From an optimization exercise on the open Yosys and OpenROAD flow, aimed at small area; shortcuts taken in it are not production practice.
No functional check of the RTL was part of any run shown here.
No activity file was given, so power comes from the tool's default toggle rates.

==> flow/design.v <==
module trit_tx (
    input  wire        clk,
    input  wire        rst,           
    input  wire        tick,          
    input  wire        cmd_valid,
    output wire        cmd_ready,
    input  wire [2:0]  cmd_op,
    input  wire [4:0]  cmd_ntrits,    
    input  wire [23:0] cmd_trits,     
    input  wire [15:0] cmd_period,
    input  wire [7:0]  cmd_replog,
    input  wire [31:0] cmd_a,         
    input  wire [31:0] cmd_b,         
    input  wire [2:0]  cmd_pin,
    output reg         rsp_valid,
    output reg  [2:0]  rsp_status,
    output reg  [31:0] rsp_word,
    output reg         rsp_same,
    output reg  [7:0]  pin_out
);
    localparam [2:0] S_OK              = 3'd0;
    localparam [2:0] S_E_OP_RESERVED   = 3'd1;
    localparam [2:0] S_E_TRIT_COUNT    = 3'd2;
    localparam [2:0] S_E_PERIOD_RANGE  = 3'd3;
    localparam [2:0] S_E_REPEAT_RANGE  = 3'd4;
    localparam [2:0] S_E_PAYLOAD_RANGE = 3'd5;
    localparam [2:0] S_E_RESERVED_CODE = 3'd6;
    localparam [1:0] PH_IDLE  = 2'd0;
    localparam [1:0] PH_WRITE = 2'd1;
    localparam [1:0] PH_WAIT  = 2'd2;
    localparam [1:0] PH_FINAL = 2'd3;
    function has_reserved_code(input [19:0] pl);
        integer i;
        begin
            has_reserved_code = 1'b0;
            for (i = 0; i < 10; i = i + 1)
                if (pl[2*i +: 2] == 2'b01)
                    has_reserved_code = 1'b1;
        end
    endfunction
    wire count_ok   = (cmd_ntrits == 5'd12);
    wire period_ok  = (cmd_period[15:9] == 7'd0);
    wire replog_ok  = (cmd_replog[7:3] == 5'd0);
    wire pa_ok      = (cmd_a[31:20] == 12'd0);
    wire pb_ok      = (cmd_b[31:20] == 12'd0);
    wire a_code_ok  = !has_reserved_code(cmd_a[19:0]);
    wire b_code_ok  = !has_reserved_code(cmd_b[19:0]);
    reg [2:0] cmd_status;
    always @(*) begin
        cmd_status = S_OK;
        case (cmd_op)
            3'd0, 3'd4: begin
                if (!count_ok)       cmd_status = S_E_TRIT_COUNT;
                else if (!period_ok) cmd_status = S_E_PERIOD_RANGE;
                else if (!replog_ok) cmd_status = S_E_REPEAT_RANGE;
            end
            3'd1, 3'd2: cmd_status = S_OK;
            3'd3: begin
                if (!a_code_ok)      cmd_status = S_E_RESERVED_CODE;
            end
            3'd5: begin
                if (!period_ok)      cmd_status = S_E_PERIOD_RANGE;
                else if (!replog_ok) cmd_status = S_E_REPEAT_RANGE;
                else if (!pa_ok)     cmd_status = S_E_PAYLOAD_RANGE;
                else if (!pb_ok)     cmd_status = S_E_PAYLOAD_RANGE;
                else if (!a_code_ok) cmd_status = S_E_RESERVED_CODE;
                else if (!b_code_ok) cmd_status = S_E_RESERVED_CODE;
            end
            default:                 cmd_status = S_E_OP_RESERVED;
        endcase
    end
    wire ok      = (cmd_status == S_OK);
    wire is_send = (cmd_op == 3'd3) || (cmd_op == 3'd4) || (cmd_op == 3'd5);
    wire go      = is_send && ok;
    wire [11:0] hi_val = (cmd_op[0] && !cmd_op[2]) ? cmd_a[31:20] :
                         !cmd_op[1] ? {cmd_period[8:0], cmd_replog[2:0]} : 12'd0;
    wire [19:0] lo_val = cmd_op[0] ? cmd_a[19:0] :
                         !cmd_op[1] ? cmd_trits[19:0] : 20'd0;
    wire [31:0] word_val = ok ? {hi_val, lo_val} : 32'd0;
    wire [3:0]  x_val = go ? ((cmd_op == 3'd4) ? cmd_trits[23:20] : 4'd0)
                           : {cmd_status, (cmd_op == 3'd2) && (cmd_a[19:0] == cmd_b[19:0])};
    reg [1:0]  phase;
    reg        pair;          
    reg [6:0]  rep;           
    reg [3:0]  elem;          
    reg        seg;           
    reg [8:0]  wtk;           
    reg [4:0]  wper;          
    reg [2:0]  pin;
    reg [19:0] body_b;
    assign cmd_ready = (phase == PH_IDLE);
    wire accept = cmd_valid && cmd_ready;
    wire [8:0]  per    = rsp_word[31:23];
    wire [2:0]  rlog   = rsp_word[22:20];
    wire [23:0] body   = {rsp_status, rsp_same, rsp_word[19:0]};
    wire [1:0]  code   = body[(24 - 2 * elem) +: 2];
    wire        sync   = (elem == 4'd0);
    reg [4:0] seg_km1;
    always @(*) begin
        if (sync)                seg_km1 = seg ? 5'd30 : 5'd0;
        else if (code == 2'b11)  seg_km1 = seg ? 5'd0  : 5'd4;
        else if (code == 2'b10)  seg_km1 = seg ? 5'd3  : 5'd1;
        else                     seg_km1 = seg ? 5'd4  : 5'd0;
    end
    wire [6:0] rmask    = ~(7'h7f << rlog);
    wire       last_rep = ((rep | ~rmask) == 7'h7f);
    wire       last_elem = (elem == 4'd12);
    wire       wdone    = (wtk == 9'd0);
    wire       reload   = (wtk == 9'd1) && (wper != 5'd0);
    wire in_write = (phase == PH_WRITE);
    wire in_wait  = (phase == PH_WAIT);
    wire in_final = (phase == PH_FINAL);
    wire wait_end = in_wait && wdone;
    wire swap     = wait_end && seg && last_elem && last_rep && pair;
    always @(posedge clk) begin
        if (rst) begin
            phase     <= PH_IDLE;
            rsp_valid <= 1'b0;
            pin_out   <= 8'd0;
        end else begin
            rsp_valid <= in_final || (accept && !go);
            if (phase[0])
                pin_out[pin] <= ~seg;
            case (phase)
                PH_IDLE:  if (accept && go) phase <= PH_WRITE;
                PH_WRITE: phase <= PH_WAIT;
                PH_WAIT:  if (wdone)
                              phase <= (seg && last_elem && last_rep && !pair) ? PH_FINAL : PH_WRITE;
                default:  phase <= PH_IDLE;
            endcase
        end
    end
    always @(posedge clk) begin
        if (phase == PH_IDLE) begin
            rsp_word   <= word_val;
            {rsp_status, rsp_same} <= x_val;
            pin        <= cmd_pin;
            body_b     <= cmd_b[19:0];
            pair       <= (cmd_op == 3'd5);
        end else if (in_final) begin
            rsp_word   <= 32'd0;
            {rsp_status, rsp_same} <= 4'd0;
        end else if (swap) begin
            rsp_word[19:0] <= body_b;
            pair           <= 1'b0;
        end
    end
    always @(posedge clk) begin
        if (phase == PH_IDLE) begin
            seg  <= 1'b0;
            elem <= 4'd0;
            rep  <= 7'd0;
        end else if (in_write) begin
            wtk  <= per;
            wper <= seg_km1;
        end else if (in_wait) begin
            if (wdone) begin
                if (!seg) begin
                    seg <= 1'b1;
                end else if (!last_elem) begin
                    seg  <= 1'b0;
                    elem <= elem + 4'd1;
                end else if (!last_rep) begin
                    seg  <= 1'b0;
                    elem <= 4'd0;
                    rep  <= rep + 7'd1;
                end else if (pair) begin
                    seg  <= 1'b0;
                    elem <= 4'd0;
                    rep  <= 7'd0;
                end
            end else if (tick) begin
                if (reload) begin
                    wtk  <= per;
                    wper <= wper - 5'd1;
                end else begin
                    wtk  <= wtk - 9'd1;
                end
            end
        end
    end
endmodule
==> flow/run.sh <==
#!/bin/bash
# synth_recipe.tcl (not shown) runs the flow's synth.tcl, then flattens the netlist and writes it again
# the make line also repeats each setting of config.mk as NAME=value (left out here)
make -C /OpenROAD-flow-scripts/flow DESIGN_CONFIG=/design/flow/config.mk WORK_HOME=/design/flow/orfs CLKGATE_MAP_FILE= SYNTH_SCRIPT=/design/flow/synth_recipe.tcl finish
==> flow/config.mk <==
export PLATFORM = sky130hd
export DESIGN_NAME = trit_tx
export DESIGN_NICKNAME = trit_tx
export VERILOG_FILES = /design/flow/design.v
export SDC_FILE = /design/flow/constraint.sdc
export NUM_CORES = 4
export LEC_CHECK = 0
export ABC_AREA = 1
export CAP_MARGIN = 20
export CORE_MARGIN = 2
export CORE_UTILIZATION = 40
export CTS_BUF_LIST = sky130_fd_sc_hd__clkbuf_8
export SLEW_MARGIN = 20
==> flow/constraint.sdc <==
create_clock -name core_clock -period 10.0 [get_ports {clk}]
set_input_delay 2.0000 -clock core_clock [delete_from_list [all_inputs] [get_ports {clk}]]
set_output_delay 2.0000 -clock core_clock [all_outputs]
set_load 0.01 [all_outputs]
==> summary.txt, run 1 <==
Setup path
  • Crit end category: flip-flop
  • Critical Path RT: 10.11 ns
  • Critical Path Max Stage Delay: 1.06 ns
  • Worst path slowest cell: clkdlybuf4s50_1
  • Crit start category: input pin
  • Worst Setup Path Type: input pin to flip-flop
  • Crit-path cells: clkdlybuf4s50_1 -> inv_1 -> nor2_1 -> inv_1 -> nor2_1 -> nand2_1 -> inv_2 -> a21oi_1 -> nand2_1 -> nor2_4 -> nand2_4 -> o21ai_0
  • Max FO, Critical Path: 32
  • Endpoint arrival time on the critical path: 5.22 ns

Synth
  • Compound-gate portion of the synthesized area: 16.0%
  • EDFF count, synth: 74
  • Cell variety after synth: 47
  • Seq cells post-synth: 97
  • Xor/xnor share of the synthesized area: 2.75%
  • Adder-cell share of the synthesized area: 2.83%
  • Ys flop type: edfxtp_1
  • Yosys top cell area share: 38.7%
  • Asr flop ratio synth: 0%
  • Most instantiated cells after synthesis: nand2_1, inv_1, nor2_1
  • Syn_area_per_cell: 8.27 µm²
  • Net Count, Synth: 834
  • Yosys Warn Count: 1
  • Mapped cell area: 5740 µm²
  • Post-synth top area cell: edfxtp_1
  • Largest family of logic cells by synthesized area: simple AND/OR/NAND/NOR gates
  • Synth top area cells: edfxtp_1, nand2_1, dfxtp_1, inv_1, nor2_1
  • Count leader, synth: nand2_1
  • Seq/Total Area, Yosys: 46.7%
  • Post-synthesis mux area share: 0%
  • Post-Syn Instances: 694
  • Post-synthesis simple-gate area fraction: 23.9%

Route
  • Post-route ant nets: 0
  • DRT Pass-1 Iters: 7
  • Vias after detailed routing: 5,417
  • Routed vias/inst: 5.20
  • Final WL: 17.5 mm
  • DR WL/cell: 16.8 µm
  • DR DRC count: 0
  • Iter 0 DRT Violations: 475

Placed design
  • # port buffers: 172
  • Detail Placement HPWL: 14.1 mm
  • Dpl cells: 1,026
  • GPL Wtd Cong: 0.890

Timing
  • Worst slew margin relative to its limit: 35.2%
  • Fmax: 0.196 GHz
  • RSZ-0062 raised after global routing: false
  • Crit share post-route: 51.1%
  • Setup violators final: 0
  • Setup TNS: 0 ns
  • Worst-Margin Slew: 0.972 ns
  • Max-slew violations: 0
  • Setup Skew: 0.0115 ns
  • Final hold viol count: 0
  • Hold slack: 0.474 ns
  • Final Critical Period: 5.11 ns

GRT
  • Total gr overflow: 0
  • Met2 usage: 35.6%
  • GRT Util Overall: 23.1%
  • Met1 Usage GRT: 33.5%
  • Busiest layer in global routing: met2
  • Global-route wire length before repair: 26.8 mm
  • Met3 Resource Use GR: 4.03%
  • Largest net degree at the start of global routing: 33
  • Vias in the first global route: 5,147
  • Initial antenna violation count: 0

Cells and area
  • Filler Cell Count: 1,282
  • Layout cell share with drive strength beyond 1: 7.54%
  • Non-filler cells, final: 1,042
  • Multi-input gate area in the final layout: 2620 µm²
  • Nets: 997
  • Synth-to-layout area growth: 36.2%
  • Antenna fix cells: 0
  • FF+latch area: 2680 µm²

Die
  • Rows: 43
  • Die Area: 15,300 µm²
  • I/O pins: 173
  • Starting Density: 41.2%
  • Core ar.: 13,900 µm²
  • Die W: 124 µm
  • Die H: 124 µm

Hold path
  • Hold crit path type: flip-flop to flip-flop

CTS
  • H-tree depth: 3
  • Hold Buf Count CTS: 0
  • Setup Buffers After CTS: 0
  • CTS tree: done
  • Root buffer cell: clkbuf_8
  • Clock transition at path regs: 0.10 ns
  • Clock insertion delay at the later pin of the skew report: 0.37 ns
  • Cts bufs inserted: 9
  • Deepest clock path buffer count: 2
  • Cts repair resizes: 0
  • # clock sinks: 97

Outcome
  • Status: complete, no violations

Pwr
  • Sw Ratio: 35.3%
  • IR drop worst, VDD: 0.0745 mV
  • Sw power: 0.556 mW
  • Comb pwr share: 37.1%
  • Leak: 3.08 nW
  • Sequential share of power: 44.9%
  • Internal: 1.02 mW
  • Clock power share: 18.0%
  • PwrDens: 202 nW/µm²

Flow run
  • Maxcap violations: 0
## stage by stage
step	setup WS [ns]	instance area [µm²]	power, mW	utilization (%)
after floorplan	6.62	5740	1.00	-
after global placement	4.71	7600	1.30	54.5
after detailed placement	4.55	7600	1.30	54.5
after CTS	4.96	7820	1.59	56.1
after global routing	4.60	7820	1.67	56.1
final	4.89	7820	1.58	56.1
## cell type report
class                   instances  area share [%]
inverters                      89            4.27
flip-flops and latches         97            34.3
multi-input cells             485            33.5
repair buffers                175            22.3
clock inverters                 7            1.22
clock buffers                   9            1.58
well taps                     180            2.88
## sequential cells by signal (all words and copies together) (netlist names), 4 cells and up
| name | count |
|---|---|
| wtk | 9 |
| rsp_word | 32 |
| wper | 5 |
| elem | 4 |
| body_b | 20 |
| rep | 7 |
| pin_out | 8 |
## worst max-delay path, delay by kind of cell
family          cells  cell delay [ns]
compound gates      2             0.17
buf+inv             4             1.59
simple gates        6             1.44
## cells in the final DEF (no fill, tap or decap), types with 2 or more instances in the layout
cell type / count
clkdlybuf4s50_1: 172
nand2_1: 129
inv_1: 84
nor2_1: 80
edfxtp_1: 74
nand3_1: 46
o21ai_0: 42
a21oi_1: 34
dfxtp_1: 23
a22oi_1: 21
o21ai_2: 18
xor2_1: 14
ha_1: 13
o22ai_1: 11
nor3_1: 11
nand4_1: 10
clkbuf_8: 9
a31oi_1: 6
nor2_2: 6
inv_2: 5
nor4_1: 5
nand2_2: 4
xnor2_1: 4
or2_2: 3
clkinv_4: 3
buf_4: 3
o21a_1: 2
a21oi_2: 2
nand3_2: 2
nor2_4: 2
nor3b_1: 2
a211oi_1: 2
a221oi_1: 2
bufinv_16: 2
## cells by family after synthesis
group	Yosys count
buffers and inverters	112
XOR/XNOR	18
flip-flops	97
AND/OR/NAND/NOR	308
adder cells (fa/ha/maj)	13
AO/OA/AOI/OAI	146
## path summary, 6_finish.rpt
check        cells past startpoint                 start                     end  slack, ns
max                             12             cmd_op[0]   rsp_word[0]$_DFFE_PP_       4.89
min                              1   rep[5]$_SDFFE_PP0P_     rep[5]$_SDFFE_PP0P_       0.47
max reg2reg                     10  elem[0]$_SDFFE_PP0P_  rsp_word[11]$_DFFE_PP_       6.86
min reg2reg                      1   rep[5]$_SDFFE_PP0P_     rep[5]$_SDFFE_PP0P_       0.47
## metal layers
layer / up-vias / part of all wire, %
li1: 2687 / -
met1: 2500 / 47
met2: 215 / 46
met3: 15 / 6.2
met4: 0 / 1.2
met5: - / 0
## power groups by stage
stage	sequential [mW]	combinational (mW)	clock, mW
finish	0.707	0.585	0.284
global route	0.722	0.646	0.303
CTS	0.709	0.590	0.289
detailed placement	0.718	0.586	0
global placement	0.716	0.582	0
floorplan	0.715	0.286	0
==> inputs of run 2 (changes only) <==
==> flow/flow/run.sh (new file) <==
#!/bin/bash
# Standard ORFS layout with two changes: the port buffers use the smallest
# buffer cell, and CTS inserts no dummy loads.
set -euo pipefail
export BUFFER_PORTS_ARGS="-buffer_cell sky130_fd_sc_hd__buf_1"
export CTS_ARGS="-sink_clustering_enable -repair_clock_nets -dont_use_dummy_load -buf_list sky130_fd_sc_hd__clkbuf_8"
bash standard.sh finish > flow.log 2>&1
==> flow/standard.sh (new file) <==
#!/bin/bash
# synth_recipe.tcl (not shown) runs the flow's synth.tcl, then flattens the netlist and writes it again
# the make line also repeats each setting of config.mk as NAME=value (left out here)
make -C /OpenROAD-flow-scripts/flow DESIGN_CONFIG=/design/flow/config.mk WORK_HOME=/design/flow/orfs CLKGATE_MAP_FILE= SYNTH_SCRIPT=/design/flow/synth_recipe.tcl "${@:-finish}"
--- a/flow/config.mk
+++ b/flow/config.mk
@@ -9,5 +9,4 @@
 export CAP_MARGIN = 20
 export CORE_MARGIN = 2
 export CORE_UTILIZATION = 40
-export CTS_BUF_LIST = sky130_fd_sc_hd__clkbuf_8
 export SLEW_MARGIN = 20
removed: flow/run.sh
==> run 2 against run 1 <==
  * Power down 13%
  * Fmax up 6.1%
  * Largest power group unchanged
  * Setup slack better by 0.29 ns
  * Combinational power down about 20%
  * Hold slack better by 0.0011 ns
  * Still clean
==> summary.txt, run 2 <==
Outcome
  • Status: complete, no violations

CTS
  • Deepest clock path buffer count: 2
  • Cts bufs inserted: 9
  • CTS tree: done
  • Hold Buf Count CTS: 0
  • Root buffer cell: clkbuf_8
  • Cts repair resizes: 0
  • Clock insertion delay at the later pin of the skew report: 0.38 ns
  • Setup Buffers After CTS: 0
  • Clock transition at path regs: 0.09 ns
  • # clock sinks: 97
  • H-tree depth: 3

Setup path
  • Crit start category: input pin
  • Critical Path End: rsp_word[19]$_DFFE_PP_
  • Reg2Reg Setup Slack: 6.94 ns
  • Worst Setup Path Type: input pin to flip-flop
  • Max FO, Critical Path: 32
  • R2R cell count: 10
  • Launch point of the worst path: cmd_op[0]
  • Endpoint arrival time on the critical path: 4.92 ns
  • Worst r2r dst: rsp_word[13]$_DFFE_PP_
  • Crit end category: flip-flop
  • Critical Path RT: 10.10 ns
  • R2r startpoint: elem[0]$_SDFFE_PP0P_

Timing
  • Fmax: 0.208 GHz
  • Post-route setup slack: 5.19 ns
  • Crit share post-route: 48.1%
  • Hold slack: 0.475 ns
  • Setup TNS: 0 ns
  • RSZ-0062 raised after global routing: false
  • Worst slew margin relative to its limit: 29.6%
  • Max-slew violations: 0
  • Final Critical Period: 4.81 ns
  • Worst-Margin Slew: 1.06 ns
  • Setup Skew: 0.0392 ns
  • Setup violators final: 0
  • Final hold viol count: 0

Synth
  • Seq cells post-synth: 97
  • Largest family of logic cells by synthesized area: simple AND/OR/NAND/NOR gates
  • Net Count, Synth: 834
  • Synth top area cells: edfxtp_1, nand2_1, dfxtp_1, inv_1, nor2_1
  • Post-Syn Instances: 694
  • Compound-gate portion of the synthesized area: 16.0%
  • Syn_area_per_cell: 8.27 µm²
  • EDFF count, synth: 74
  • Yosys top cell area share: 38.7%
  • Post-synthesis simple-gate area fraction: 23.9%
  • Ys flop type: edfxtp_1
  • Yosys Warn Count: 1
  • Seq/Total Area, Yosys: 46.7%
  • Cell variety after synth: 47
  • Count leader, synth: nand2_1
  • Post-synthesis mux area share: 0%
  • Mapped cell area: 5740 µm²
  • Adder-cell share of the synthesized area: 2.83%
  • Xor/xnor share of the synthesized area: 2.75%
  • Asr flop ratio synth: 0%
  • Most instantiated cells after synthesis: nand2_1, inv_1, nor2_1
  • Post-synth top area cell: edfxtp_1

Die
  • Die W: 124 µm
  • Die Area: 15,300 µm²
  • Core ar.: 13,900 µm²
  • Rows: 43
  • I/O pins: 173
  • Starting Density: 41.2%
  • Die H: 124 µm

GRT
  • Largest net degree at the start of global routing: 33
  • Global-route wire length before repair: 24.8 mm
  • Total gr overflow: 0
  • GRT Util Overall: 21.3%
  • Initial antenna violation count: 0
  • Vias in the first global route: 4,855

Placed design
  • Detail Placement HPWL: 12.8 mm
  • # port buffers: 172
  • Post-place instance area: 6530 µm²
  • Setup WS pre-CTS: 4.87 ns
  • GPL Wtd Cong: 0.985

Cells and area
  • Biggest regs: rsp_word (32), body_b (20), wtk (9)
  • Antenna fix cells: 0
  • Synth-to-layout area growth: 15.9%
  • Final Cell Area: 6650 µm²
  • Nets: 998
  • Top reg by flops: rsp_word
  • Most common cell after layout, fill and taps aside: buf_1
  • Most frequent cells in the layout: buf_1, nand2_1, inv_1, nor2_1, edfxtp_1
  • Layout cell share with drive strength beyond 1: 6.89%
  • Largest register FFs: 32

Pwr
  • Total power: 1.38 mW
  • IR drop worst, VDD: 0.0872 mV
  • PwrDens: 207 nW/µm²
  • Leak: 2.58 nW

Route
  • Post-route ant nets: 0
  • DR WL/cell: 15.6 µm
  • DRT Pass-1 Iters: 5
  • Iter 0 DRT Violations: 382
  • DR DRC count: 0
  • Final WL: 16.1 mm
  • Routed vias/inst: 5.14
  • Vias after detailed routing: 5,325

Hold path
  • Hold crit path type: flip-flop to flip-flop

Flow run
  • Maxcap violations: 0
[run 2: cell counts after synthesis]
Identical to the previous run, type by type.
[run 2: cell type report]
| cell class | instances | area, µm² |
|---|---|---|
| Fill cell | 1362 | 7280 |
| Sequential cell | 97 | 2680 |
| Multi-Input combinational cell | 485 | 2610 |
| Timing Repair Buffer | 176 | 676 |
| Inverter | 89 | 334 |
| Tap cell | 180 | 225 |
| Clock buffer | 9 | 124 |
[run 2: critical path: stages]
cell	delay, ns
buf_1	0.76
inv_1	0.09
nor2_1	0.58
inv_1	0.38
nor2_1	0.20
nand2_1	0.08
inv_2	0.06
a21oi_1	0.04
nand2_1	0.13
nor2_4	0.08
nand2_4	0.36
o21ai_0	0.13
[run 2: layer usage]
layer	GRT usage, %	wire (µm)	vias up
met4	7.53	353	0
li1	-	-	2680
met1	30.3	7360	2395
met5	0	0	-
met3	2.66	1130	27
met2	33.3	7290	223
[run 2: logic make-up after synthesis]
kind of cell	count (synthesis)
adder cells (fa/ha/maj)	13
AND/OR/NAND/NOR	308
XOR/XNOR	18
flip-flops	97
AO/OA/AOI/OAI	146
buffers and inverters	112
[run 2: power breakdown]
part | internal [mW] | leakage [nW] | switching [mW] | total (mW)
Combinational | 0.145 | 1.56 | 0.321 | 0.466
Clock | 0.0809 | 0.0647 | 0.121 | 0.202
Sequential | 0.622 | 0.955 | 0.0868 | 0.708
Total | 0.848 | 2.58 | 0.529 | 1.38
[run 2: worst min-delay path by stage]
stage / from / end / slack (ns) / cells past startpoint
6_report: pin_out[7]$_SDFFE_PP0P_ / pin_out[7]$_SDFFE_PP0P_ / 0.48 / 2
5_1_grt: rep[5]$_SDFFE_PP0P_ / rep[5]$_SDFFE_PP0P_ / 0.51 / 1
4_1_cts: rep[5]$_SDFFE_PP0P_ / rep[5]$_SDFFE_PP0P_ / 0.48 / 1
3_5_place_dp: rep[5]$_SDFFE_PP0P_ / rep[5]$_SDFFE_PP0P_ / 0.46 / 1
3_3_place_gp: rep[5]$_SDFFE_PP0P_ / rep[5]$_SDFFE_PP0P_ / 0.46 / 1
2_1_floorplan: rep[5]$_SDFFE_PP0P_ / rep[5]$_SDFFE_PP0P_ / 0.44 / 1
[run 2: per-stage QoR]
step           instances  util (%)
2_1_floorplan        694         -
3_3_place_gp        1027      46.8
3_5_place_dp        1027      46.8
4_1_cts             1036      47.7
5_1_grt             1036      47.7
6_report            1036      47.7

-- separate check: timing with driven ports --
In the flow no input, the clock included, has a driving cell. The finished layouts below were timed again as built, in two steps. Step 1 (the two cells are an assumption about what drives the block):
set clk [get_ports {clk}]
set_driving_cell -lib_cell sky130_fd_sc_hd__clkbuf_16 $clk
set_driving_cell -lib_cell sky130_fd_sc_hd__buf_2 [delete_from_list [all_inputs] $clk]
Step 2 adds t to the input delays and takes it off the output delays; t is the mean of the earliest and latest rising clock arrival at the registers after step 1. Input paths then give back, and output paths get back, about the clock's delay inside the block. a / b / c = ideal / step 1 / step 2; a / b = the first two.
run	shift t [ns]	setup WS [ns]	hold slack, ns
run 1	0.405	4.892 / 4.905 / 4.499	0.474 / 0.474 / 0.474
run 2	0.398	5.186 / 5.194 / 4.796	0.475 / 0.475 / 0.475
After both steps every run listed still meets setup and hold. The setup slack of run 1, which loses most, moves by +0.013 ns with the drivers and by -0.393 ns with both steps.
